Background: an optimization exercise with open tools, aiming at small area and a short achievable clock period. Do not read the settings as production practice. In this exercise RTL edits were held to simulation tests only and were not proved equivalent to the original. Power figures rest on the tool's default switching activity, not on a simulated workload.

<file path="flow/config.mk">
export PLATFORM = sky130hd
export DESIGN_NAME = mbot_rx_engine
export DESIGN_NICKNAME = mbot_rx_engine
export VERILOG_FILES = /design/flow/design.v
export SDC_FILE = /design/flow/constraint.sdc
export NUM_CORES = 4
export LEC_CHECK = 0
export CAP_MARGIN = 20
export CORE_MARGIN = 2
export CORE_UTILIZATION = 40
export CTS_CLUSTER_DIAMETER = 100
export CTS_CLUSTER_SIZE = 20
export PLACE_DENSITY = 0.55
export SETUP_SLACK_MARGIN = 3.75
export SLEW_MARGIN = 20
</file>
<file path="flow/constraint.sdc">
create_clock -name core_clock -period 6.5 [get_ports {clk}]
set_input_delay 1.3000 -clock core_clock [delete_from_list [all_inputs] [get_ports {clk}]]
set_output_delay 1.3000 -clock core_clock [all_outputs]
set_load 0.01 [all_outputs]
</file>
<file path="flow/run.sh">
#!/bin/bash
# synth_recipe.tcl (not shown) runs the flow's synth.tcl, then flattens the netlist and writes it again
# the make line also repeats each setting of config.mk as NAME=value (left out here)
make -C /OpenROAD-flow-scripts/flow DESIGN_CONFIG=/design/flow/config.mk WORK_HOME=/design/flow/orfs CLKGATE_MAP_FILE= SYNTH_SCRIPT=/design/flow/synth_recipe.tcl finish
</file>
<file path="flow/design.v">
module mbot_rx_engine (
    input  wire        clk,
    input  wire        rst,
    input  wire        rx_valid,
    input  wire [7:0]  rx_data,
    output wire        rx_ready,
    input  wire        alloc_valid,
    input  wire [7:0]  alloc_handle,
    output wire [7:0]  alloc_index,
    input  wire        discard_all,
    output reg         cb_valid,
    input  wire        cb_ready,
    output reg         cb_first,
    output reg  [7:0]  cb_handle,
    output reg  [1:0]  cb_kind,
    output reg  [31:0] cb_value,
    output reg  [7:0]  cb_len,
    output reg  [7:0]  cb_byte
);
    localparam [2:0] S_PREFIX_A = 3'd0,
                     S_PREFIX_B = 3'd1,
                     S_INDEX    = 3'd2,
                     S_TYPE     = 3'd3,
                     S_PAYLOAD  = 3'd4,
                     S_SUFFIX_A = 3'd5,
                     S_SUFFIX_B = 3'd6,
                     S_TEXTLEN  = 3'd7;
    localparam [1:0] KIND_INT   = 2'd0,
                     KIND_FLOAT = 2'd1,
                     KIND_TEXT  = 2'd2;
    localparam [7:0] IDX_MIN = 8'd2,
                     IDX_MAX = 8'd254;
    reg [2:0] rxs;
    reg [1:0] lcode;        
    reg [7:0] ptr;          
    reg        q_valid, q_first;
    reg [7:0]  q_handle_n;   
    reg [1:0]  q_kind_n;
    reg [31:0] q_value;
    reg [7:0]  q_len;
    reg [7:0]  q_byte;
    reg       rdy;          
    reg       cb_last;      
    reg [7:0] cursor;
    assign rx_ready    = rdy;
    assign alloc_index = cursor;
    wire rx_fire = rx_valid && rdy;
    wire is_text = (q_kind_n == ~KIND_TEXT);
    wire cb_take = q_valid && cb_ready;
    reg [7:0] th [2:254];        
    reg [254:2] tp;              
    reg       al_r;
    reg [7:0] ah_r;
    reg [7:0] cur_r;             
    reg       disc_r, done_r;
    wire [15:0] wlo = 16'd1 << cur_r[3:0];
    wire [15:0] whi = 16'd1 << cur_r[7:4];
    reg [7:0] idx;
    reg [15:0] ilo, ihi;
    reg [254:2] wl, rl;          
    integer k;
    always @(*)
        for (k = 2; k < 255; k = k + 1) begin
            wl[k] = al_r & whi[k / 16] & wlo[k % 16];
            rl[k] = ihi[k / 16] & ilo[k % 16];
        end
    reg [7:0] gh_rd [0:3];
    reg       gp_rd [0:3];
    integer j, h;
    always @(*) begin
        for (h = 0; h < 4; h = h + 1) begin
            gh_rd[h] = 8'd0;
            gp_rd[h] = 1'b0;
            for (j = 0; j < 64; j = j + 1)
                if (64 * h + j >= 2 && 64 * h + j < 255) begin
                    gh_rd[h] = gh_rd[h] | ({8{rl[64 * h + j]}} & th[64 * h + j]);
                    gp_rd[h] = gp_rd[h] | (rl[64 * h + j] & tp[64 * h + j]);
                end
        end
    end
    wire trk_wait = al_r && (cur_r == idx);      
    wire trk_cur  = (cursor == idx);             
    wire known_tag = (rx_data >= 8'h01) && (rx_data <= 8'h06);
    wire [7:0] nlen = {5'd0, lcode == 2'd2, lcode == 2'd1, lcode == 2'd0};
    wire pay_last  = (ptr == (is_text ? q_len : nlen));
    wire st_pay    = (rxs == S_PAYLOAD);
    wire pay_fire  = rx_fire && st_pay;
    wire type_fire = rx_fire && (rxs == S_TYPE) && known_tag;
    wire frame_done = rx_fire && (rxs == S_SUFFIX_B) && (rx_data == 8'h0A);
    reg [7:0] hd_q;
    reg       pd_q;
    reg [7:0] ga_h [0:3];
    reg [3:0] ga_p;
    reg [3:0] ga_sel;
    reg       ga_new, ga_wait, ga_clr;
    reg [7:0] ga_nh, ga_wh;
    wire      clr     = discard_all || frame_done;
    wire      new_idx = alloc_valid && trk_cur;
    reg [7:0] ga_hs;
    always @(*) begin
        ga_hs = 8'd0;
        for (h = 0; h < 4; h = h + 1)
            ga_hs = ga_hs | ({8{ga_sel[h]}} & ga_h[h]);
    end
    wire [7:0] v1_h = ga_new ? ga_nh : ga_wait ? ga_wh : ga_hs;
    wire       v1_p = ga_new || (ga_wait ? !ga_clr : |(ga_p & ga_sel));
    always @(posedge clk) begin
        for (h = 0; h < 4; h = h + 1) begin
            ga_h[h]   <= gh_rd[h];
            ga_p[h]   <= gp_rd[h] && !disc_r && !done_r && !clr;
            ga_sel[h] <= |ihi[4 * h +: 4];
        end
        ga_new  <= new_idx;
        ga_nh   <= alloc_handle;
        ga_wait <= trk_wait;
        ga_wh   <= ah_r;
        ga_clr  <= clr;
        hd_q <= new_idx ? alloc_handle : v1_h;
        pd_q <= new_idx || (!clr && v1_p);
    end
    wire frame_hit  = frame_done && pd_q;
    always @(posedge clk) begin
        if (rst) begin
            rxs <= S_PREFIX_A;
        end else if (rx_fire) begin
            case (rxs)
                S_PREFIX_A: if (rx_data == 8'hFF) rxs <= S_PREFIX_B;
                S_PREFIX_B: rxs <= (rx_data == 8'h55) ? S_INDEX : S_PREFIX_A;
                S_INDEX:    rxs <= S_TYPE;
                S_TYPE: begin
                    if (!known_tag)             rxs <= S_PREFIX_A;
                    else if (rx_data == 8'h04)  rxs <= S_TEXTLEN;
                    else                        rxs <= S_PAYLOAD;
                end
                S_TEXTLEN:  rxs <= (rx_data == 8'd0) ? S_SUFFIX_A : S_PAYLOAD;
                S_PAYLOAD:  if (pay_last) rxs <= S_SUFFIX_A;
                S_SUFFIX_A: rxs <= (rx_data == 8'h0D) ? S_SUFFIX_B : S_PREFIX_A;
                default:    rxs <= S_PREFIX_A;
            endcase
        end
    end
    wire idx_byte = rx_fire && (rxs == S_INDEX);
    always @(posedge clk) begin
        if (idx_byte) begin
            idx <= rx_data;
            ilo <= 16'd1 << rx_data[3:0];
            ihi <= 16'd1 << rx_data[7:4];
        end
    end
    reg [1:0] kind_d;
    always @(*) begin
        case (rx_data[2:0])
            3'd1, 3'd3, 3'd6: kind_d = KIND_INT;
            3'd4:             kind_d = KIND_TEXT;
            default:          kind_d = KIND_FLOAT;
        endcase
    end
    always @(posedge clk) begin
        if (type_fire) begin
            q_kind_n <= ~kind_d;
            case (rx_data[2:0])
                3'd1:    lcode <= 2'd0;
                3'd3:    lcode <= 2'd1;
                default: lcode <= 2'd2;
            endcase
        end
    end
    always @(posedge clk) begin
        if (type_fire)
            q_len <= 8'd0;
        else if (len_fire)
            q_len <= rx_data;
    end
    wire len_fire = rx_fire && (rxs == S_TEXTLEN);
    wire [3:0] val_we;
    genvar g;
    generate
        for (g = 0; g < 4; g = g + 1) begin : g_val
            assign val_we[g] = pay_fire && !is_text && ptr == g + 1;
            always @(posedge clk) begin
                if (type_fire)
                    q_value[8*g+7:8*g] <= 8'd0;
                else if (val_we[g])
                    q_value[8*g+7:8*g] <= rx_data;
            end
        end
    endgenerate
    reg [7:0] tb [0:255];
    reg  [15:0] sel_q, sel_r;
    wire [7:0]  lm1 = rx_data - 8'd1;           
    always @(posedge clk)
        if (rx_fire && rxs == S_TEXTLEN) begin
            sel_q <= 16'd1 << lm1[7:4];
            sel_r <= 16'd1 << lm1[3:0];
        end
    wire [15:0] ent  = st_pay ? sel_r : 16'd0;
    reg  [7:0]  tap0, tap1;
    always @(*) begin
        tap0 = 8'd0;
        tap1 = 8'd0;
        for (j = 0; j < 16; j = j + 1) begin
            tap0 = tap0 | ({8{sel_q[j]}} & tb[240 - 16 * j]);
            tap1 = tap1 | ({8{sel_q[j]}} & tb[241 - 16 * j]);
        end
    end
    wire [7:0] tap = frame_hit ? tap0 : tap1;
    wire tb_shift    = pay_fire || (cb_take && !q_first);
    generate
        for (g = 0; g < 256; g = g + 1) begin : g_tb
            always @(posedge clk)
                if (tb_shift) begin
                    if (g == 255)
                        tb[g] <= rx_data;
                    else if (g >= 240 && ent[g % 16])
                        tb[g] <= rx_data;
                    else
                        tb[g] <= tb[(g + 1) % 256];
                end
        end
    endgenerate
    wire hdr_end = !is_text || (q_len == 8'd0);
    always @(posedge clk) begin
        if (type_fire)
            ptr <= 8'd1;
        else if (pay_fire || (cb_take && !q_first))
            ptr <= ptr + 8'd1;
        else if (frame_hit)
            ptr <= 8'd2;
    end
    always @(posedge clk) begin
        if (rst) begin
            q_valid <= 1'b0;
            rdy      <= 1'b1;
        end else if (frame_hit) begin
            q_valid <= 1'b1;
            rdy      <= 1'b0;
        end else if (cb_take && (q_first ? hdr_end : cb_last)) begin
            q_valid <= 1'b0;
            rdy      <= 1'b1;
        end
    end
    always @(posedge clk) begin
        if (frame_hit) begin
            q_first  <= 1'b1;
            q_handle_n <= ~hd_q;
            q_byte   <= tap;
            cb_last   <= (q_len == 8'd1);
        end else if (cb_take) begin
            q_first <= 1'b0;
            if (!q_first) begin
                q_byte <= tap;
                cb_last <= pay_last;
            end
        end
    end
    always @(posedge clk) begin
        if (rst)
            cursor <= IDX_MIN;
        else if (alloc_valid)
            cursor <= (cursor == IDX_MAX) ? IDX_MIN : cursor + 8'd1;
    end
    always @(posedge clk) begin
        al_r   <= alloc_valid && !rst;
        ah_r   <= alloc_handle;
        cur_r  <= cursor;
        disc_r <= discard_all;
        done_r <= frame_done;
    end
    generate
        for (g = 2; g < 255; g = g + 1) begin : g_tbl
            always @(posedge clk)
                if (wl[g])
                    th[g] <= ah_r;
            always @(posedge clk) begin
                if (rst)
                    tp[g] <= 1'b0;
                else if (wl[g])
                    tp[g] <= 1'b1;
                else if (disc_r || (done_r && rl[g]))
                    tp[g] <= 1'b0;
            end
        end
    endgenerate
    wire byte_ld = frame_hit || (cb_take && !q_first);
    wire end_ev  = cb_take && (q_first ? hdr_end : cb_last);
    always @(posedge clk) begin
        cb_valid  <= rst ? 1'b0 : frame_hit ? 1'b1 : end_ev ? 1'b0 : q_valid;
        cb_first  <= frame_hit ? 1'b1 : cb_take ? 1'b0 : q_first;
        cb_handle <= frame_hit ? hd_q : ~q_handle_n;
        cb_byte   <= byte_ld ? tap : q_byte;
        cb_kind   <= type_fire ? kind_d : ~q_kind_n;
        cb_len    <= type_fire ? 8'd0 : len_fire ? rx_data : q_len;
        cb_value  <= type_fire ? 32'd0 :
                     {val_we[3] ? rx_data : q_value[31:24],
                      val_we[2] ? rx_data : q_value[23:16],
                      val_we[1] ? rx_data : q_value[15:8],
                      val_we[0] ? rx_data : q_value[7:0]};
    end
endmodule
</file>
==> out/summary.txt, run 1 <==
vias per cell: 6.035
Fmax: 0.3366 GHz
die area: 403000 sq um
CTS tree: yes
Cells after Synth: 8802
H-tree depth: 5
Crit-path slowest cell: nor2_1
Tightest Hold Check Type: register to register
boundary pin count: 91
most frequent cells in the layout: edfxtp_1 (4164), a22oi_1 (720), nor2_1 (459)
first-pass GRT wire length: 626200 microns
Setup TNS: 0 ns
Initial DRT Pass Iterations: 10
Die W: 634.8 microns
initial antenna violation count: 17
fillers: 33666
sequential share of power: 63.9%
Reg clk slew, reported paths: 0.09 ns
Logic pwr share: 1.0%
WL/cell: 31.47 microns
DR vias: 86870
CTS root buf: clkbuf_16
Final Power: 49.87 mW
Yosys Warn Count: 6
Peak supply drop: 0.0001989 V
Int Power: 39.90 mW
Final Core Density: 44.92%
row cnt: 231
Slew Limit Fails: 0
WS Path Type: register to register
Avg Inst Size Synth: 18.08 sq um
Seq cells post-synth: 4576
crit-path cells: nor2_1 > nand2_1 > nor2_1 > buf_4
RSZ-0062 raised after global routing: yes
CTS Buffer Depth: 4
sequential area share after synthesis: 83.74%
area used by multi-input combinational logic: 24790 sq um
Worst Tran Pin Value: 1.327 ns
mapped cell area: 159200 sq um
Max stage delay on crit path: 0.75 ns
Critical Path Sink Type: register
max_cap viols: 0
Worst Path Max Fanout: 14
minimum clock period after layout: 2.971 ns
count of flip-flops with a built-in enable after synthesis: 4164
Post-synth ARST share: 0%
drt total wl: 452900 microns
IO buf count: 90
commonest non-fill, non-tap cell in the layout: edfxtp_1
most used cell, CP: nor2_1
Worst Path Arrival: 3.61 ns
Final Hold Fails: 0
Setup Viol. Count Final: 0
layout net count: 8997
Remaining DRCs: 0
vias in the first global route: 81728
FF/Latch Area: 133500 sq um
P_sw: 9.972 mW
Core Area: 396000 sq um
Clk network pwr share: 35.1%
post-route ant nets: 0
status: complete, no violations
Netlist cell types: 75
initial drt markers: 13858
PD cells: 280.4 nW/um^2
Worst Path Required: 7.14 ns
sw frac: 19.99%
TritonCTS Buffers: 269
largest net degree at the start of global routing: 208
period utilization: 45.70%
Inst Count DP: 13846
Initial Util: 40.20%
skew final: 0.06707 ns
share of cells above drive strength 1: 13.54%
DP HPWL: 259900 microns
Leak: 48.99 nW
syn nets: 8831
Routability Congestion: 0.8936
CTS sink count: 4576
ys flop type: edfxtp_1
Tot GR Track Use: 21.61%
Area Overhead vs Synth: 11.75%
worst-skew pair later-pin latency: 0.94 ns
GR Overflow Total: 0
Die Ht: 634.8 microns
final non-filler cell total: 14394
Slew Limit Headroom: 11.53%
critical path launch point type: register
power by group through the flow:
stage               sequential (mW)  combinational (mW)  clock (mW)
detailed placement             32.5               0.451           0
floorplan                      32.6               0.137           0
CTS                            31.9               0.469        17.9
finish                         31.9               0.495        17.5
global placement               32.5               0.434           0
global route                   31.9               0.512        18.9
state kept, by name, indices dropped and copies added, names as in the netlist, 15 cells and up:
name	flops
tb	2048
th	2024
tp	253
cb_value	32
ga_h	32
ihi	16
ilo	16
sel_q	16
sel_r	15
path summary, 6_finish.rpt:
| kind | startpoint | end | slack, ns | depth (start not counted) |
|---|---|---|---|---|
| min reg2reg | tb[115][1]$_DFFE_PN_ | tb[114][1]$_DFFE_PN_ | 0.38 | 0 |
| min | tb[115][1]$_DFFE_PN_ | tb[114][1]$_DFFE_PN_ | 0.38 | 0 |
| max reg2reg | cur_r[7]$_DFF_P_ | th[3][6]$_DFFE_PP_ | 3.53 | 4 |
| max | cur_r[7]$_DFF_P_ | th[3][6]$_DFFE_PP_ | 3.53 | 4 |
final cells by class:
type | count | share of cell area, %
Antenna cell | 7 | 0.009849
Clock buffer | 424 | 4.201
Sequential cell | 4576 | 75.05
Multi-Input combinational cell | 3606 | 13.94
Timing Repair inverter | 2 | 0.007035
Clock inverter | 24 | 0.1822
Inverter | 48 | 0.1315
Tap cell | 5242 | 3.688
Timing Repair Buffer | 465 | 2.789
synthesized netlist by cell type, drive strengths merged (47+ instances only):
| master | n | area (sq um) |
|---|---|---|
| edfxtp | 4164 | 125000 |
| a22oi | 720 | 5405 |
| nor2 | 639 | 2401 |
| clkbuf | 453 | 1700 |
| dfxtp | 412 | 8248 |
| nand2 | 350 | 1321 |
| a22o | 271 | 2374 |
| a31oi | 213 | 1333 |
| nand3 | 209 | 1046 |
| a221oi | 162 | 1419 |
| mux2 | 146 | 1674 |
| nand4 | 128 | 800.8 |
| buf | 120 | 462.9 |
| a222oi | 102 | 1021 |
| a21oi | 80 | 400.4 |
| a32oi | 68 | 595.6 |
| o21ai | 68 | 340.3 |
| o22ai | 49 | 306.5 |
| and2 | 47 | 294.0 |
per-stage QoR:
step	worst slack (ns)	hold slack, ns	instance area (sq um)
after global routing	3.542	0.4069	177900
final	3.529	0.3828	177900
after detailed placement	1.528	0.4045	167300
after CTS	3.294	0.3765	176800
after global placement	1.611	0.4001	167100
after floorplan	-26.64	0.3922	159200
metal layers:
metal | track usage (%) | vias up | share of wire (%)
met5 | 0 | - | 0.0088
met3 | 4.185 | 908 | 10
met2 | 32.73 | 5178 | 44
li1 | - | 35562 | -
met1 | 30.97 | 45216 | 41
met4 | 8.116 | 6 | 4.2
cells by family (layout without fill, tap and decap cells):
group                    count (synthesis)  after routing  share of synthesized area (%)
AO/OA/AOI/OAI                         1823           1823                          8.791
flip-flops                            4576           4576                          83.74
other                                    0              7                              0
XOR/XNOR                                30             30                         0.1651
AND/OR/NAND/NOR                       1555           1556                          4.443
buffers and inverters                  621            963                          1.472
multiplexers                           190            190                          1.329
adder cells (fa/ha/maj)                  7              7                        0.05503
what timing repair did:
item / CTS / global route
pin swaps: 10 / 7
hold buffers: 0 / 0
gates resized for setup: 749 / 118
cloned: 8 / 10
setup endpoints to repair: 3762 / 2874
buffers inserted: 46 / 25
worst max-delay path: cells and delay by family (launching register included):
kind                   cells  cell delay, ns
buffers and inverters      1            0.32
flip-flops                 1            0.51
AND/OR/NAND/NOR            3            1.82
==> run 2, diff against run 1 <==
--- a/flow/design.v
+++ b/flow/design.v
@@ -64,17 +64,17 @@
             wl[k] = al_r & whi[k / 16] & wlo[k % 16];
             rl[k] = ihi[k / 16] & ilo[k % 16];
         end
-    reg [7:0] gh_rd [0:3];
-    reg       gp_rd [0:3];
+    reg [7:0] gh_rd [0:15];
+    reg       gp_rd [0:15];
     integer j, h;
     always @(*) begin
-        for (h = 0; h < 4; h = h + 1) begin
+        for (h = 0; h < 16; h = h + 1) begin
             gh_rd[h] = 8'd0;
             gp_rd[h] = 1'b0;
-            for (j = 0; j < 64; j = j + 1)
-                if (64 * h + j >= 2 && 64 * h + j < 255) begin
-                    gh_rd[h] = gh_rd[h] | ({8{rl[64 * h + j]}} & th[64 * h + j]);
-                    gp_rd[h] = gp_rd[h] | (rl[64 * h + j] & tp[64 * h + j]);
+            for (j = 0; j < 16; j = j + 1)
+                if (16 * h + j >= 2 && 16 * h + j < 255) begin
+                    gh_rd[h] = gh_rd[h] | ({8{ilo[j]}} & th[16 * h + j]);
+                    gp_rd[h] = gp_rd[h] | (ilo[j] & tp[16 * h + j]);
                 end
         end
     end
@@ -89,9 +89,9 @@
     wire frame_done = rx_fire && (rxs == S_SUFFIX_B) && (rx_data == 8'h0A);
     reg [7:0] hd_q;
     reg       pd_q;
-    reg [7:0] ga_h [0:3];
-    reg [3:0] ga_p;
-    reg [3:0] ga_sel;
+    reg [7:0] ga_h [0:15];
+    reg [15:0] ga_p;
+    reg [15:0] ga_sel;
     reg       ga_new, ga_wait, ga_clr;
     reg [7:0] ga_nh, ga_wh;
     wire      clr     = discard_all || frame_done;
@@ -99,17 +99,17 @@
     reg [7:0] ga_hs;
     always @(*) begin
         ga_hs = 8'd0;
-        for (h = 0; h < 4; h = h + 1)
+        for (h = 0; h < 16; h = h + 1)
             ga_hs = ga_hs | ({8{ga_sel[h]}} & ga_h[h]);
     end
     wire [7:0] v1_h = ga_new ? ga_nh : ga_wait ? ga_wh : ga_hs;
     wire       v1_p = ga_new || (ga_wait ? !ga_clr : |(ga_p & ga_sel));
     always @(posedge clk) begin
-        for (h = 0; h < 4; h = h + 1) begin
-            ga_h[h]   <= gh_rd[h];
-            ga_p[h]   <= gp_rd[h] && !disc_r && !done_r && !clr;
-            ga_sel[h] <= |ihi[4 * h +: 4];
-        end
+        for (h = 0; h < 16; h = h + 1) begin
+            ga_h[h] <= gh_rd[h];
+            ga_p[h] <= gp_rd[h] && !disc_r && !done_r && !clr;
+        end
+        ga_sel <= ihi;
         ga_new  <= new_idx;
         ga_nh   <= alloc_handle;
         ga_wait <= trk_wait;
==> out/summary.txt, run 2 <==
status: complete, no violations (unchanged)
Initial Util: 40.11% (was 40.20%)
Peak supply drop: 0.0002301 V (was 0.0001989 V)
Tot GR Track Use: 20.35% (was 21.61%)
TritonCTS Buffers: 277 (was 269)
Register-to-Register Path Depth: 3 (was 4)
Remaining DRCs: 0 (unchanged)
top-count cell post-synth: edfxtp_1 (unchanged)
initial antenna violation count: 14 (was 17)
count of flip-flops with a built-in enable after synthesis: 4164 (unchanged)
met3 usage: 3.581% (was 4.185%)
Final Core Density: 44.46% (was 44.92%)
drt total wl: 426800 microns (was 452900 microns)
Yosys Warn Count: 6 (unchanged)
Synth top area share: 78.17% (was 78.56%)
CTS root buf: clkbuf_16 (unchanged)
post-synth top area cell: edfxtp_1 (unchanged)
CTS Buffer Depth: 4 (unchanged)
Worst Path Arrival: 3.52 ns (was 3.61 ns)
Largest Register: tb (unchanged)
Final Hold Fails: 0 (unchanged)
boundary pin count: 91 (unchanged)
worst hold start: tb[147][5]$_DFFE_PN_ (was tb[115][1]$_DFFE_PN_)
layout net count: 8667 (was 8997)
Cells after Synth: 8520 (was 8802)
largest net degree at the start of global routing: 178 (was 208)
final instance area: 177300 sq um (was 177900 sq um)
synth cell count leaders: edfxtp_1 (4164), nor2_1 (614), a221oi_1 (554) (was edfxtp_1 (4164), a22oi_1 (720), nor2_1 (638))
Avg Inst Size Synth: 18.77 sq um (was 18.08 sq um)
Worst Path Required: 7.00 ns (was 7.14 ns)
Hold Path Cell Cnt: 0 (unchanged)
critical path launch point type: register (unchanged)
Synth area leaders: edfxtp_1 (78%), dfxtp_1 (6.7%), a221oi_1 (3.0%) (was edfxtp_1 (79%), dfxtp_1 (5.2%), a22oi_1 (3.4%))
die area: 405000 sq um (was 403000 sq um)
Die Ht: 636.4 microns (was 634.8 microns)
commonest non-fill, non-tap cell in the layout: edfxtp_1 (unchanged)
reg-to-reg slack, setup: 3.48 ns (was 3.53 ns)
Fmax: 0.3313 GHz (was 0.3366 GHz)
RSZ-0062 raised after global routing: yes (unchanged)
Area Overhead vs Synth: 10.87% (was 11.75%)
Core Area: 398800 sq um (was 396000 sq um)
GR Overflow Total: 0 (unchanged)
crit path setup slack, layout: 3.482 ns (was 3.529 ns)
reg-to-reg critical path startpoint: cur_r[5]$_DFF_P_ (was cur_r[7]$_DFF_P_)
DP HPWL: 238100 microns (was 259900 microns)
max_cap viols: 0 (unchanged)
met1 Use GR: 28.12% (was 30.97%)
initial drt markers: 11051 (was 13858)
vias in the first global route: 80241 (was 81728)
Worst Tran Pin Value: 1.283 ns (was 1.327 ns)
WS Path Type: register to register (unchanged)
first-pass GRT wire length: 599100 microns (was 626200 microns)
Setup Viol. Count Final: 0 (unchanged)
Placement Setup Slack: 2.320 ns (was 1.528 ns)
CTS tree: yes (unchanged)
gr busiest metal: met2 (unchanged)
skew final: 0.06605 ns (was 0.06707 ns)
Worst R2R End: th[50][2]$_DFFE_PP_ (was th[3][6]$_DFFE_PP_)
sequential area share after synthesis: 84.83% (was 83.74%)
minimum clock period after layout: 3.018 ns (was 2.971 ns)
share of cells above drive strength 1: 13.29% (was 13.54%)
Die W: 636.4 microns (was 634.8 microns)
largest registers: tb: 2048 flops, th: 2024 flops, tp: 253 flops (unchanged)
WL/cell: 30.32 microns (was 31.47 microns)
Initial DRT Pass Iterations: 6 (was 10)
most frequent cells in the layout: edfxtp_1 (4164), a221oi_1 (554), a22o_1 (546) (was edfxtp_1 (4164), a22oi_1 (720), nor2_1 (459))
worst-skew pair later-pin latency: 0.90 ns (was 0.94 ns)
vias per cell: 5.918 (was 6.035)
PD cells: 291.3 nW/um^2 (was 280.4 nW/um^2)
H-tree depth: 5 (unchanged)
row cnt: 232 (was 231)
period utilization: 46.43% (was 45.70%)
GR Util met2: 31.62% (was 32.73%)
Tightest Hold Check Type: register to register (unchanged)
Critical Path Sink Type: register (unchanged)
Post-synth ARST share: 0% (unchanged)
IO buf count: 90 (unchanged)
hold path endpoint: tb[146][5]$_DFFE_PN_ (was tb[114][1]$_DFFE_PN_)
Netlist cell types: 69 (was 75)
Reg clk slew, reported paths: 0.08 ns (was 0.09 ns)
Slew Limit Fails: 0 (unchanged)
Leak: 49.13 nW (was 48.99 nW)
Routability Congestion: 0.8881 (was 0.8936)
DR vias: 83311 (was 86870)
CTS sink count: 4696 (was 4576)
flip-flop count of the largest register after layout: 2048 (unchanged)
Post-DP Area: 167600 sq um (was 167300 sq um)
post-route ant nets: 0 (unchanged)
mapped cell area: 160000 sq um (was 159200 sq um)
ys flop type: edfxtp_1 (unchanged)
Worst Path Max Fanout: 16 (was 14)
syn nets: 8549 (was 8831)
Seq cells post-synth: 4696 (was 4576)
Slew Limit Headroom: 14.47% (was 11.53%)
-- run 2: worst max path at each step --
stage / startpoint / end / cells after the start
after floorplan: rx_valid / ptr[0]$_SDFFE_PP1P_ / 6
after global placement: rx_data[1] / cb_byte[7]$_DFF_P_ / 8
after detailed placement: rx_data[1] / cb_byte[0]$_DFF_P_ / 8
after CTS: cur_r[0]$_DFF_P_ / th[107][4]$_DFFE_PP_ / 4
after global routing: cur_r[5]$_DFF_P_ / th[50][4]$_DFFE_PP_ / 3
final: cur_r[5]$_DFF_P_ / th[50][2]$_DFFE_PP_ / 3
-- run 2: layout make-up --
class / instances / area, sq um
inverter: 22 / 130.1
fill: 34096 / 221500
timing repair inverter: 1 / 16.27
antenna: 9 / 22.52
clock inverter: 11 / 106.4
clock buffer: 433 / 7751
sequential: 4696 / 135900
multi-input combinational: 3274 / 23420
tap: 5265 / 6588
timing repair buffer: 366 / 3437
-- run 2: cells by family (layout without fill, tap and decap cells) --
family | after synthesis | count (layout) | synth area share (%)
other cells | 0 | 9 | 0
mux | 158 | 158 | 1.097
compound gates | 1694 | 1694 | 8.606
buf+inv | 553 | 833 | 1.351
simple gates | 1385 | 1388 | 3.914
xor+xnor | 27 | 27 | 0.1478
flops | 4696 | 4696 | 84.83
fa+ha+maj | 7 | 7 | 0.05475
-- run 2: power by group --
| group | switching, mW | internal, mW | leakage, nW |
|---|---|---|---|
| combinational | 0.981 | 0.295 | 9.04 |
| clock | 9.40 | 8.27 | 3.77 |
| sequential | 0.147 | 32.6 | 36.3 |
-- run 2: metrics by stage --
step | TNS [ns] | total power [mW] | hold slack, ns | cells
after floorplan | -3.655 | 34.02 | 0.3462 | 8520
after global placement | 0 | 34.60 | 0.4007 | 13566
after detailed placement | 0 | 34.63 | 0.4045 | 13572
after CTS | 0 | 52.04 | 0.3988 | 14055
after global routing | 0 | 53.15 | 0.4102 | 14071
final | 0 | 51.66 | 0.4015 | 14077
-- run 2: timing repair --
action | CTS | global route
hold buffers | 0 | 0
setup endpoints to repair | 4004 | 1440
resized for setup | 691 | 65
gates cloned | 8 | 3
pin swaps | 4 | 2
buffers inserted | 31 | 8
-- run 2: worst max-delay path, stage by stage (launching register included) --
cell     delay, ns
dfxtp_1       0.50
and3_1        0.71
nand2_2       0.58
nor2_2        0.83
-- run 2: layer usage --
metal / part of all wire (%) / routed length (microns)
met1: 41 / 175900
met2: 46 / 194900
met3: 8.0 / 34290
met4: 5.1 / 21720
met5: 0.0047 / 20
==> run 3, diff against run 2 <==
--- a/flow/design.v
+++ b/flow/design.v
@@ -52,16 +52,15 @@
     reg       al_r;
     reg [7:0] ah_r;
     reg [7:0] cur_r;             
+    reg [15:0] wlo, whi;         
     reg       disc_r, done_r;
-    wire [15:0] wlo = 16'd1 << cur_r[3:0];
-    wire [15:0] whi = 16'd1 << cur_r[7:4];
     reg [7:0] idx;
     reg [15:0] ilo, ihi;
     reg [254:2] wl, rl;          
     integer k;
     always @(*)
         for (k = 2; k < 255; k = k + 1) begin
-            wl[k] = al_r & whi[k / 16] & wlo[k % 16];
+            wl[k] = whi[k / 16] & wlo[k % 16];
             rl[k] = ihi[k / 16] & ilo[k % 16];
         end
     reg [7:0] gh_rd [0:15];
@@ -263,6 +262,8 @@
         al_r   <= alloc_valid && !rst;
         ah_r   <= alloc_handle;
         cur_r  <= cursor;
+        wlo    <= 16'd1 << cursor[3:0];
+        whi    <= (alloc_valid && !rst) ? 16'd1 << cursor[7:4] : 16'd0;
         disc_r <= discard_all;
         done_r <= frame_done;
     end
==> out/summary.txt, run 3 <==
status: complete, no violations (unchanged)
syn nets: 8559 (was 8549)
skew final: 0.04641 ns (was 0.06605 ns)
largest registers: tb: 2048 flops, th: 2024 flops, tp: 253 flops (unchanged)
PD cells: 285.9 nW/um^2 (was 291.3 nW/um^2)
initial antenna violation count: 31 (was 14)
post-synth top area cell: edfxtp_1 (unchanged)
Seq cells post-synth: 4728 (was 4696)
CTS root buf: clkbuf_16 (unchanged)
IO buf count: 90 (unchanged)
Reg clk slew, reported paths: 0.08 ns (about the same)
sequential share of power: 64.2% (was 63.3%)
ys flop type: edfxtp_1 (unchanged)
TritonCTS Buffers: 275 (was 277)
Tightest Hold Check Type: register to register (unchanged)
Setup TNS: 0 ns (unchanged)
row cnt: 233 (was 232)
DP HPWL: 241100 microns (was 238100 microns)
sequential area share after synthesis: 84.05% (was 84.83%)
Routability Congestion: 0.8800 (was 0.8881)
WL/cell: 30.64 microns (was 30.32 microns)
Slew Limit Headroom: 18.32% (was 14.47%)
Area Overhead vs Synth: 10.12% (was 10.87%)
P_sw: 10.04 mW (was 10.53 mW)
Largest Register: tb (unchanged)
boundary pin count: 91 (unchanged)
synth cell count leaders: edfxtp_1 (4164), dfxtp_1 (564), a221oi_1 (552) (was edfxtp_1 (4164), nor2_1 (614), a221oi_1 (554))
sw frac: 19.67% (was 20.39%)
vias in the first global route: 79169 (was 80241)
Die Ht: 640.8 microns (was 636.4 microns)
period utilization: 44.93% (was 46.43%)
Logic pwr share: 0.9% (was 2.5%)
Int Power: 41.03 mW (was 41.12 mW)
largest net degree at the start of global routing: 219 (was 178)
CTS tree: yes (unchanged)
Avg Inst Size Synth: 19.02 sq um (was 18.77 sq um)
Core Area: 403200 sq um (was 398800 sq um)
layout net count: 8605 (was 8667)
Worst Tran Pin Value: 1.225 ns (was 1.283 ns)
vias per cell: 5.825 (was 5.918)
Synth top area share: 77.09% (was 78.17%)
Worst Path Max Fanout: 9 (was 16)
gr busiest metal: met2 (unchanged)
flip-flop count of the largest register after layout: 2048 (unchanged)
Clk network pwr share: 34.9% (was 34.2%)
minimum clock period after layout: 2.920 ns (was 3.018 ns)
DR vias: 82755 (was 83311)
Netlist cell types: 59 (was 69)
Peak supply drop: 0.0002143 V (was 0.0002301 V)
critical path launch point type: register (unchanged)
GR Util met2: 32.04% (was 31.62%)
first-pass GRT wire length: 606500 microns (was 599100 microns)
share of cells above drive strength 1: 9.554% (was 13.29%)
reg-to-reg slack, setup: 3.58 ns (was 3.48 ns)
Critical Path Sink Type: register (unchanged)
count of flip-flops with a built-in enable after synthesis: 4164 (unchanged)
die area: 410600 sq um (was 405000 sq um)
Synth area leaders: edfxtp_1 (77%), dfxtp_1 (7.0%), a221oi_1 (3.0%) (was edfxtp_1 (78%), dfxtp_1 (6.7%), a221oi_1 (3.0%))
post-route ant nets: 0 (unchanged)
Post-synth ARST share: 0% (unchanged)
mapped cell area: 162200 sq um (was 160000 sq um)
Final Hold Fails: 0 (unchanged)
Worst Path Arrival: 3.68 ns (was 3.52 ns)
Slew Limit Fails: 0 (unchanged)
GR Overflow Total: 0 (unchanged)
top-count cell post-synth: edfxtp_1 (unchanged)
CTS sink count: 4728 (was 4696)
initial drt markers: 11224 (was 11051)
Worst Path Required: 7.26 ns (was 7.00 ns)
CTS Buffer Depth: 4 (unchanged)
Setup Viol. Count Final: 0 (unchanged)
Cells after Synth: 8526 (was 8520)
worst-skew pair later-pin latency: 0.95 ns (was 0.90 ns)
met3 usage: 3.487% (was 3.581%)
Leak: 49.61 nW (was 49.13 nW)
most frequent cells in the layout: edfxtp_1 (4164), a221oi_1 (552), a22o_1 (543) (was edfxtp_1 (4164), a221oi_1 (554), a22o_1 (546))
Remaining DRCs: 0 (unchanged)
commonest non-fill, non-tap cell in the layout: edfxtp_1 (unchanged)
max_cap viols: 0 (unchanged)
Final Power: 51.07 mW (was 51.66 mW)
Die W: 640.8 microns (was 636.4 microns)
met1 Use GR: 28.84% (was 28.12%)
WS Path Type: register to register (unchanged)
drt total wl: 435300 microns (was 426800 microns)
H-tree depth: 5 (unchanged)
Yosys Warn Count: 6 (unchanged)
Initial Util: 40.23% (was 40.11%)
Fmax: 0.3424 GHz (was 0.3313 GHz)
RSZ-0062 raised after global routing: yes (unchanged)
Tot GR Track Use: 20.57% (was 20.35%)
fillers: 34258 (was 34096)
Initial DRT Pass Iterations: 6 (unchanged)
run 3: worst max-delay path, stage by stage (launching register included):
cell and delay, ns:
dfxtp_1 0.50, a22oi_1 0.46, nand4_1 0.22, a2111oi_1 0.72, nor3_1 0.15, a21oi_1 0.53, a21oi_1 0.16
run 3: worst paths after layout:
kind	from	end	depth (start not counted)
max reg2reg	ga_sel[3]$_DFF_P_	hd_q[7]$_DFF_P_	6
max	ga_sel[3]$_DFF_P_	hd_q[7]$_DFF_P_	6
min	tb[196][3]$_DFFE_PN_	tb[195][3]$_DFFE_PN_	0
min reg2reg	tb[196][3]$_DFFE_PN_	tb[195][3]$_DFFE_PN_	0
run 3: cells by family (layout without fill, tap and decap cells):
group | after synthesis | count (layout) | synth area share, %
flip-flops | 4728 | 4728 | 84.05
AND/OR/NAND/NOR | 1107 | 1107 | 3.961
other | 0 | 32 | 0
XOR/XNOR | 33 | 33 | 0.1782
AO/OA/AOI/OAI | 1950 | 1950 | 9.393
adder cells (fa/ha/maj) | 11 | 11 | 0.08485
multiplexers | 150 | 150 | 1.026
buffers and inverters | 547 | 792 | 1.304
run 3: area by class of cell:
cell class	instances	area, sq um	share of cell area, %
timing repair inverter	2	32.53	0.01821
clock buffer	453	7687	4.304
timing repair buffer	294	3278	1.835
sequential	4728	136500	76.44
inverter	20	112.6	0.06305
tap	5405	6763	3.786
multi-input combinational	3251	23840	13.35
antenna	32	80.08	0.04483
clock inverter	23	295.3	0.1653
run 3: metrics by stage:
stage	hold slack, ns	cell area (sq um)	setup WS, ns	utilization [%]	std cells
finish	0.3994	178600	3.580	44.30	14208
global route	0.4109	178500	3.642	44.28	14181
CTS	0.3956	178400	3.620	44.24	14170
detailed placement	0.4045	169500	1.843	42.04	13645
global placement	0.4004	169500	1.941	42.04	13645
floorplan	0.3462	162200	-0.003909	-	8526
run 3: power by group through the flow:
stage | registers [mW] | clock network [mW] | logic (mW)
floorplan | 33.6 | 0 | 0.136
global placement | 33.5 | 0 | 0.410
detailed placement | 33.5 | 0 | 0.425
CTS | 32.8 | 18.3 | 0.436
global route | 32.8 | 19.3 | 0.472
finish | 32.8 | 17.8 | 0.448
run 3: what timing repair did:
action                                   CTS  global route
cloned                                     6             2
pin swaps                                  1             0
resized for setup                        491            13
hold buffers                               0             0
endpoints found under the hold margin      0             0
endpoints found under the setup margin  2072           891
setup buffers                             43             3
run 3: metal layers:
metal	vias to the layer above	share of wire [%]	routed length [microns]
met5	-	0.0067	29
met4	4	4.2	18140
met3	838	8.3	36000
met2	3966	46	199500
met1	43608	42	181700
li1	34339	-	-
==> run 4, diff against run 3 <==
--- a/flow/config.mk
+++ b/flow/config.mk
@@ -11,5 +11,5 @@
 export CTS_CLUSTER_DIAMETER = 100
 export CTS_CLUSTER_SIZE = 20
 export PLACE_DENSITY = 0.55
-export SETUP_SLACK_MARGIN = 3.75
+export SETUP_SLACK_MARGIN = 3.85
 export SLEW_MARGIN = 20
==> out/summary.txt, run 4 <==
status: complete, no violations (unchanged)
Fmax: 0.3564 GHz (was 0.3424 GHz)
Synth Area in Compound Gates: 9.393% (unchanged)
most frequent cells in the layout: edfxtp_1 (4164), a221oi_1 (552), a22o_1 (543) (unchanged)
row cnt: 233 (unchanged)
GR Overflow Total: 0 (unchanged)
WS Path Type: register to register (unchanged)
largest family of logic cells by synthesized area: compound AO/OA/AOI/OAI gates (unchanged)
Synth top area share: 77.09% (unchanged)
Setup TNS: 0 ns (unchanged)
Hold Path Cell Cnt: 0 (unchanged)
Tot GR Track Use: 20.60% (was 20.57%)
flip-flop count of the largest register after layout: 2048 (unchanged)
Worst Tran Pin Value: 1.236 ns (was 1.225 ns)
final non-filler cell total: 14221 (was 14208)
commonest non-fill, non-tap cell in the layout: edfxtp_1 (unchanged)
Die Ht: 640.8 microns (unchanged)
DR vias: 83003 (was 82755)
final instance area: 178800 sq um (was 178600 sq um)
Cells after Synth: 8526 (unchanged)
synth cell count leaders: edfxtp_1 (4164), dfxtp_1 (564), a221oi_1 (552) (unchanged)
reg-to-reg critical path startpoint: ga_sel[14]$_DFF_P_ (was ga_sel[3]$_DFF_P_)
H-tree depth: 5 (unchanged)
PD cells: 285.7 nW/um^2 (was 285.9 nW/um^2)
Post-synth ARST share: 0% (unchanged)
ys flop type: edfxtp_1 (unchanged)
Synth area leaders: edfxtp_1 (77%), dfxtp_1 (7.0%), a221oi_1 (3.0%) (unchanged)
Die W: 640.8 microns (unchanged)
Worst Path Arrival: 3.60 ns (was 3.68 ns)
minimum clock period after layout: 2.806 ns (was 2.920 ns)
vias per cell: 5.837 (was 5.825)
Setup Viol. Count Final: 0 (unchanged)
skew final: 0.04738 ns (was 0.04641 ns)
Remaining DRCs: 0 (unchanged)
crit path from: ga_sel[14]$_DFF_P_ (was ga_sel[3]$_DFF_P_)
Seq cells post-synth: 4728 (unchanged)
Critical Path Sink Type: register (unchanged)
synthesized-area fraction occupied by xor and xnor cells: 0.1782% (unchanged)
Reg clk slew, reported paths: 0.09 ns (was 0.08 ns)
Synth Area in Adders: 0.08485% (unchanged)
Initial DRT Pass Iterations: 8 (was 6)
critical path launch point type: register (unchanged)
hold path endpoint: tb[195][3]$_DFFE_PN_ (unchanged)
WL/cell: 30.66 microns (was 30.64 microns)
Peak supply drop: 0.0002156 V (was 0.0002143 V)
Netlist cell types: 59 (unchanged)
FF/Latch Area: 136500 sq um (about the same)
TritonCTS Buffers: 275 (unchanged)
area used by multi-input combinational logic: 23840 sq um (about the same)
Slew Limit Headroom: 17.62% (was 18.32%)
top-count cell post-synth: edfxtp_1 (unchanged)
worst-skew pair later-pin latency: 0.96 ns (was 0.95 ns)
IO buf count: 90 (unchanged)
CTS sink count: 4728 (unchanged)
count of flip-flops with a built-in enable after synthesis: 4164 (unchanged)
initial antenna violation count: 31 (unchanged)
Tightest Hold Check Type: register to register (unchanged)
Initial Util: 40.23% (unchanged)
Register-to-Register Path Depth: 6 (unchanged)
sequential area share after synthesis: 84.05% (unchanged)
worst hold start: tb[196][3]$_DFFE_PN_ (unchanged)
Avg Inst Size Synth: 19.02 sq um (unchanged)
Final Hold Fails: 0 (unchanged)
Slew Limit Fails: 0 (unchanged)
drt total wl: 436000 microns (was 435300 microns)
layout net count: 8612 (was 8605)
Area Overhead vs Synth: 10.22% (was 10.12%)
post-synthesis simple-gate area fraction: 3.961% (unchanged)
Leak: 49.68 nW (was 49.61 nW)
Routability Congestion: 0.8800 (unchanged)
Largest Register: tb (unchanged)
Worst R2R End: hd_q[3]$_DFF_P_ (was hd_q[7]$_DFF_P_)
boundary pin count: 91 (unchanged)
syn nets: 8559 (unchanged)
DP HPWL: 241100 microns (unchanged)
fillers: 34260 (was 34258)
largest net degree at the start of global routing: 192 (was 219)
first-pass GRT wire length: 607000 microns (was 606500 microns)
Worst Path Required: 7.29 ns (was 7.26 ns)
reg-to-reg slack, setup: 3.69 ns (was 3.58 ns)
CTS Buffer Depth: 4 (unchanged)
Post-DP Area: 169500 sq um (unchanged)
Inst Count DP: 13645 (unchanged)
initial drt markers: 10979 (was 11224)
CTS root buf: clkbuf_16 (unchanged)
largest registers: tb: 2048 flops, th: 2024 flops, tp: 253 flops (unchanged)
die area: 410600 sq um (unchanged)
mapped cell area: 162200 sq um (unchanged)
post-route ant nets: 0 (unchanged)
hold-fix buffers at CTS: 0 (unchanged)
max_cap viols: 0 (unchanged)
RSZ-0062 raised after global routing: yes (unchanged)
mux contribution to synthesized area: 1.026% (unchanged)
post-synth top area cell: edfxtp_1 (unchanged)
period utilization: 43.17% (was 44.93%)
Yosys Warn Count: 6 (unchanged)
CTS tree: yes (unchanged)
vias in the first global route: 79198 (was 79169)
share of cells above drive strength 1: 9.661% (was 9.554%)
Worst Path Max Fanout: 9 (unchanged)
Core Area: 403200 sq um (unchanged)
## run 4: changes by cell type in the layout (fill, tap and decap cells not counted), sizes merged
cell          delta
dlygate4sd2      +1
diode            +6
dlymetal6s2s     -1
buf              +6
clkbuf           +1
## run 4: cell families (layout without fill, tap and decap cells)
| logic type | after synthesis | in the layout |
|---|---|---|
| mux | 150 | 150 |
| other cells | 0 | 38 |
| flops | 4728 | 4728 |
| compound gates | 1950 | 1950 |
| simple gates | 1107 | 1107 |
| xor+xnor | 33 | 33 |
| fa+ha+maj | 11 | 11 |
| buf+inv | 547 | 799 |
## run 4: critical path, cell delays in order, from the launching register on
cell	delay (ns)
dfxtp_1	0.47
a22oi_1	0.48
nand4_1	0.16
a2111oi_0	0.76
nor3_1	0.13
a21oi_1	0.51
a21oi_1	0.14
## run 4: repair_timing
action / 4_1_cts / 5_1_grt
gates cloned: 8 / 2
buffers inserted: 43 / 8
gates resized for setup: 498 / 27
pin swaps: 1 / 1
endpoints found under the setup margin: 2299 / 827
## run 4: worst max path at each step
stage / end / slack, ns / depth (start not counted)
detailed placement: tb[79][5]$_DFFE_PN_ / 1.84 / 6
finish: hd_q[3]$_DFF_P_ / 3.69 / 6
CTS: rx_ready / 3.62 / 2
global route: rx_ready / 3.64 / 2
global placement: tb[159][5]$_DFFE_PN_ / 1.94 / 6
floorplan: ptr[6]$_SDFFE_PP0P_ / -0.004 / 7
## run 4: layout make-up
class,instances,area share (%)
repair inverters,2,0.01820
diodes,38,0.05319
repair buffers,301,1.915
clock buffers,453,4.300
inverters,20,0.06299
clock inverters,23,0.1652
well taps,5405,3.783
multi-input cells,3251,13.34
flip-flops and latches,4728,76.37
## run 4: power breakdown
group	internal (mW)	switching, mW	total, mW	leakage [nW]
clock network	8.22	9.62	17.8	3.81
registers	32.7	0.0736	32.8	36.3
logic	0.0893	0.359	0.448	9.60
total	41.0	10.0	51.1	49.7
## run 4: stage by stage
step           total power, mW  setup WS, ns  utilization [%]  hold slack (ns)
3_3_place_gp             33.92         1.941            42.04           0.4004
2_1_floorplan            33.72     -0.003909                -           0.3462
5_1_grt                  52.59         3.642            44.32           0.4110
3_5_place_dp             33.94         1.843            42.04           0.4045
4_1_cts                  51.54         3.620            44.26           0.3956
6_report                 51.08         3.694            44.34           0.3995
## run 4: metal layers
metal,up-vias,routed length (microns),GRT usage [%]
met1,43809,182100,28.87
met2,3996,199900,32.10
li1,34352,-,-
met3,842,35860,3.468
met5,-,27,0
met4,4,18130,8.211
==> run 5, diff against run 4 <==
--- a/flow/config.mk
+++ b/flow/config.mk
@@ -11,5 +11,5 @@
 export CTS_CLUSTER_DIAMETER = 100
 export CTS_CLUSTER_SIZE = 20
 export PLACE_DENSITY = 0.55
-export SETUP_SLACK_MARGIN = 3.85
+export SETUP_SLACK_MARGIN = 3.95
 export SLEW_MARGIN = 20
==> out/summary.txt, run 5 <==
PD cells: 285.1 nW/um^2 (was 285.7 nW/um^2)
skew final: 0.04839 ns (was 0.04738 ns)
Leak: 49.82 nW (was 49.68 nW)
DP HPWL: 241100 microns (unchanged)
GR Util met2: 32.23% (was 32.10%)
share of cells above drive strength 1: 9.894% (was 9.661%)
CTS Buffer Depth: 4 (unchanged)
first-pass GRT wire length: 608000 microns (was 607000 microns)
CTS sink count: 4728 (unchanged)
Final Hold Fails: 0 (unchanged)
Worst Path Arrival: 1.50 ns (was 3.60 ns)
Critical Path Sink Type: output pin (was register)
max_cap viols: 0 (unchanged)
sequential share of power: 64.2% (about the same)
post-synth top area cell: edfxtp_1 (unchanged)
row cnt: 233 (unchanged)
crit-path cells: buf_6 > buf_6 (was a22oi_1 > nand4_1 > a2111oi_0 > nor3_1 > a21oi_1 > a21oi_1)
drt total wl: 438500 microns (was 436000 microns)
met3 usage: 3.370% (was 3.468%)
Initial Util: 40.23% (unchanged)
Setup TNS: 0 ns (unchanged)
largest registers: tb: 2048 flops, th: 2024 flops, tp: 253 flops (unchanged)
Slew Limit Fails: 0 (unchanged)
Fmax: 0.3577 GHz (was 0.3564 GHz)
Avg Inst Size Synth: 19.02 sq um (unchanged)
Slew Limit Headroom: 16.41% (was 17.62%)
H-tree depth: 5 (unchanged)
synth cell count leaders: edfxtp_1 (4164), dfxtp_1 (564), a221oi_1 (552) (unchanged)
top-count cell post-synth: edfxtp_1 (unchanged)
Seq cells post-synth: 4728 (unchanged)
sw frac: 19.65% (was 19.67%)
DR vias: 83280 (was 83003)
worst-skew pair later-pin latency: 0.96 ns (about the same)
Max stage delay on crit path: 0.33 ns (was 0.76 ns)
Die Ht: 640.8 microns (unchanged)
status: complete, no violations (unchanged)
Initial DRT Pass Iterations: 8 (unchanged)
Largest Register: tb (unchanged)
Clk network pwr share: 34.9% (about the same)
most used cell, CP: buf_6 (was a21oi_1)
fillers: 34243 (was 34260)
Core Area: 403200 sq um (unchanged)
initial drt markers: 11097 (was 10979)
Remaining DRCs: 0 (unchanged)
vias in the first global route: 79265 (was 79198)
boundary pin count: 91 (unchanged)
Area Overhead vs Synth: 10.43% (was 10.22%)
Yosys Warn Count: 6 (unchanged)
ys flop type: edfxtp_1 (unchanged)
Crit-path slowest cell: dfxtp_2 (was a2111oi_0)
layout net count: 8627 (was 8612)
Synth area leaders: edfxtp_1 (77%), dfxtp_1 (7.0%), a221oi_1 (3.0%) (unchanged)
syn nets: 8559 (unchanged)
period utilization: 43.01% (was 43.17%)
Worst Tran Pin Value: 1.254 ns (was 1.236 ns)
largest net degree at the start of global routing: 192 (unchanged)
most frequent cells in the layout: edfxtp_1 (4164), a221oi_1 (551), a22o_1 (543) (was edfxtp_1 (4164), a221oi_1 (552), a22o_1 (543))
critical path launch point type: register (unchanged)
minimum clock period after layout: 2.796 ns (was 2.806 ns)
IO buf count: 90 (unchanged)
CTS tree: yes (unchanged)
Tot GR Track Use: 20.63% (was 20.60%)
die area: 410600 sq um (unchanged)
commonest non-fill, non-tap cell in the layout: edfxtp_1 (unchanged)
RSZ-0062 raised after global routing: yes (unchanged)
Cells after Synth: 8526 (unchanged)
Worst Path Max Fanout: 2 (was 9)
gr busiest metal: met2 (unchanged)
Die W: 640.8 microns (unchanged)
GR Overflow Total: 0 (unchanged)
vias per cell: 5.850 (was 5.837)
Final Power: 51.07 mW (was 51.08 mW)
met1 Use GR: 28.97% (was 28.87%)
Synth top area share: 77.09% (unchanged)
initial antenna violation count: 31 (unchanged)
WS Path Type: register to output pin (was register to register)
crit path setup slack, layout: 3.704 ns (was 3.694 ns)
Netlist cell types: 59 (unchanged)
reg-to-reg slack, setup: 3.85 ns (was 3.69 ns)
P_sw: 10.04 mW (was 10.05 mW)
Logic pwr share: 0.9% (about the same)
count of flip-flops with a built-in enable after synthesis: 4164 (unchanged)
Tightest Hold Check Type: register to register (unchanged)
CTS root buf: clkbuf_16 (unchanged)
TritonCTS Buffers: 275 (unchanged)
Int Power: 41.03 mW (about the same)
Reg clk slew, reported paths: 0.09 ns (about the same)
Worst Path Required: 5.20 ns (was 7.29 ns)
Post-synth ARST share: 0% (unchanged)
flip-flop count of the largest register after layout: 2048 (unchanged)
Peak supply drop: 0.0002140 V (was 0.0002156 V)
sequential area share after synthesis: 84.05% (unchanged)
post-route ant nets: 0 (unchanged)
Routability Congestion: 0.8800 (unchanged)
Setup Viol. Count Final: 0 (unchanged)
WL/cell: 30.80 microns (was 30.66 microns)
mapped cell area: 162200 sq um (unchanged)
Hold Slack: 0.3989 ns (was 0.3995 ns)
Placement Setup Slack: 1.843 ns (unchanged)
## run 5: layout make-up
class | count | area (sq um) | area share (%)
diodes | 38 | 95.09 | 0.05309
clock buffers | 453 | 7687 | 4.292
clock inverters | 23 | 295.3 | 0.1649
inverters | 20 | 112.6 | 0.06287
multi-input cells | 3251 | 23880 | 13.33
flip-flops and latches | 4728 | 136500 | 76.23
well taps | 5405 | 6763 | 3.776
repair buffers | 315 | 3704 | 2.068
repair inverters | 3 | 43.79 | 0.02445
## run 5: repair_timing
action / CTS / global route
pin swaps: 7 / 4
hold endpoints to repair: 0 / 0
resized for setup: 523 / 31
gates cloned: 9 / 8
hold buffers: 0 / 0
buffers inserted: 50 / 9
setup endpoints to repair: 2421 / 1300
## run 5: path summary, 6_finish.rpt
check	from	endpoint	depth (start not counted)
setup / recovery	rdy$_SDFFE_PP1P_	rx_ready	2
hold reg to reg	tb[196][3]$_DFFE_PN_	tb[195][3]$_DFFE_PN_	0
setup reg to reg	ga_wait$_DFF_P_	hd_q[6]$_DFF_P_	4
hold / removal	tb[196][3]$_DFFE_PN_	tb[195][3]$_DFFE_PN_	0
## run 5: stage by stage
stage	instances	utilization, %	instance area (sq um)
3_5_place_dp	13645	42.04	169500
2_1_floorplan	8526	-	162200
5_1_grt	14208	44.41	179000
6_report	14236	44.42	179100
4_1_cts	14180	44.31	178600
3_3_place_gp	13645	42.04	169500
## run 5: power by group through the flow
stage	clock network (mW)	logic (mW)	registers [mW]
floorplan	0	0.136	33.6
global route	19.3	0.481	32.8
CTS	18.3	0.444	32.8
finish	17.8	0.458	32.8
global placement	0	0.410	33.5
detailed placement	0	0.425	33.5
## run 5: metal layers
metal / routed length (microns) / part of all wire [%] / up-vias
met4: 18330 / 4.2 / 6
met1: 182100 / 42 / 43880
met2: 200700 / 46 / 4155
met3: 37260 / 8.5 / 854
met5: 40 / 0.0091 / -
li1: - / - / 34385
## run 5: logic make-up (layout without fill, tap and decap cells)
logic type | Yosys count | after routing | share of synthesized area [%]
simple gates | 1107 | 1107 | 3.961
flops | 4728 | 4728 | 84.05
xor+xnor | 33 | 33 | 0.1782
compound gates | 1950 | 1950 | 9.393
buf+inv | 547 | 814 | 1.304
fa+ha+maj | 11 | 11 | 0.08485
other cells | 0 | 38 | 0
mux | 150 | 150 | 1.026
## run 5: critical path: cells and delay by family, from the launching register on
family   cells  cell delay [ns]
flops        1             0.33
buf+inv      2             0.23

[afterwards: timing with drivers on the ports]
Ports are ideal in the flow. The routed layouts listed here were re-timed in OpenROAD. Step 1 sets driving cells, clkbuf_16 on the clock port and buf_2 on the other inputs (assumed; they add their load-dependent delay and slew). Step 2, shift: input delay + t, output delay - t, t = (earliest + latest rising clock arrival at the registers) / 2. This alone moves slack from input paths to output paths. Slacks: ideal / step 1 / step 2; pairs: ideal / step 1.
run	t (ns)	setup slack, ns	worst hold slack (ns)	worst setup path after step 2	clock arrival spread, ns
run 1	1.024	3.529 / 3.529 / 2.767	0.383 / 0.383 / 0.383	input to register	0.086 / 0.086
run 2	0.984	3.482 / 3.482 / 2.744	0.401 / 0.401 / 0.401	input to register	0.070 / 0.071
run 3	1.030	3.580 / 3.580 / 2.689	0.399 / 0.399 / 0.399	input to register	0.057 / 0.056
run 4	1.034	3.694 / 3.599 / 2.833	0.399 / 0.399 / 0.399	input to register	0.061 / 0.061
run 5	1.036	3.704 / 3.597 / 2.976	0.399 / 0.399 / 0.399	input to register	0.061 / 0.060
After both steps setup and hold are still met in every run listed. For run 3, which loses most, drivers alone change the setup slack by 0.000 ns; drivers and shift together by -0.891 ns.
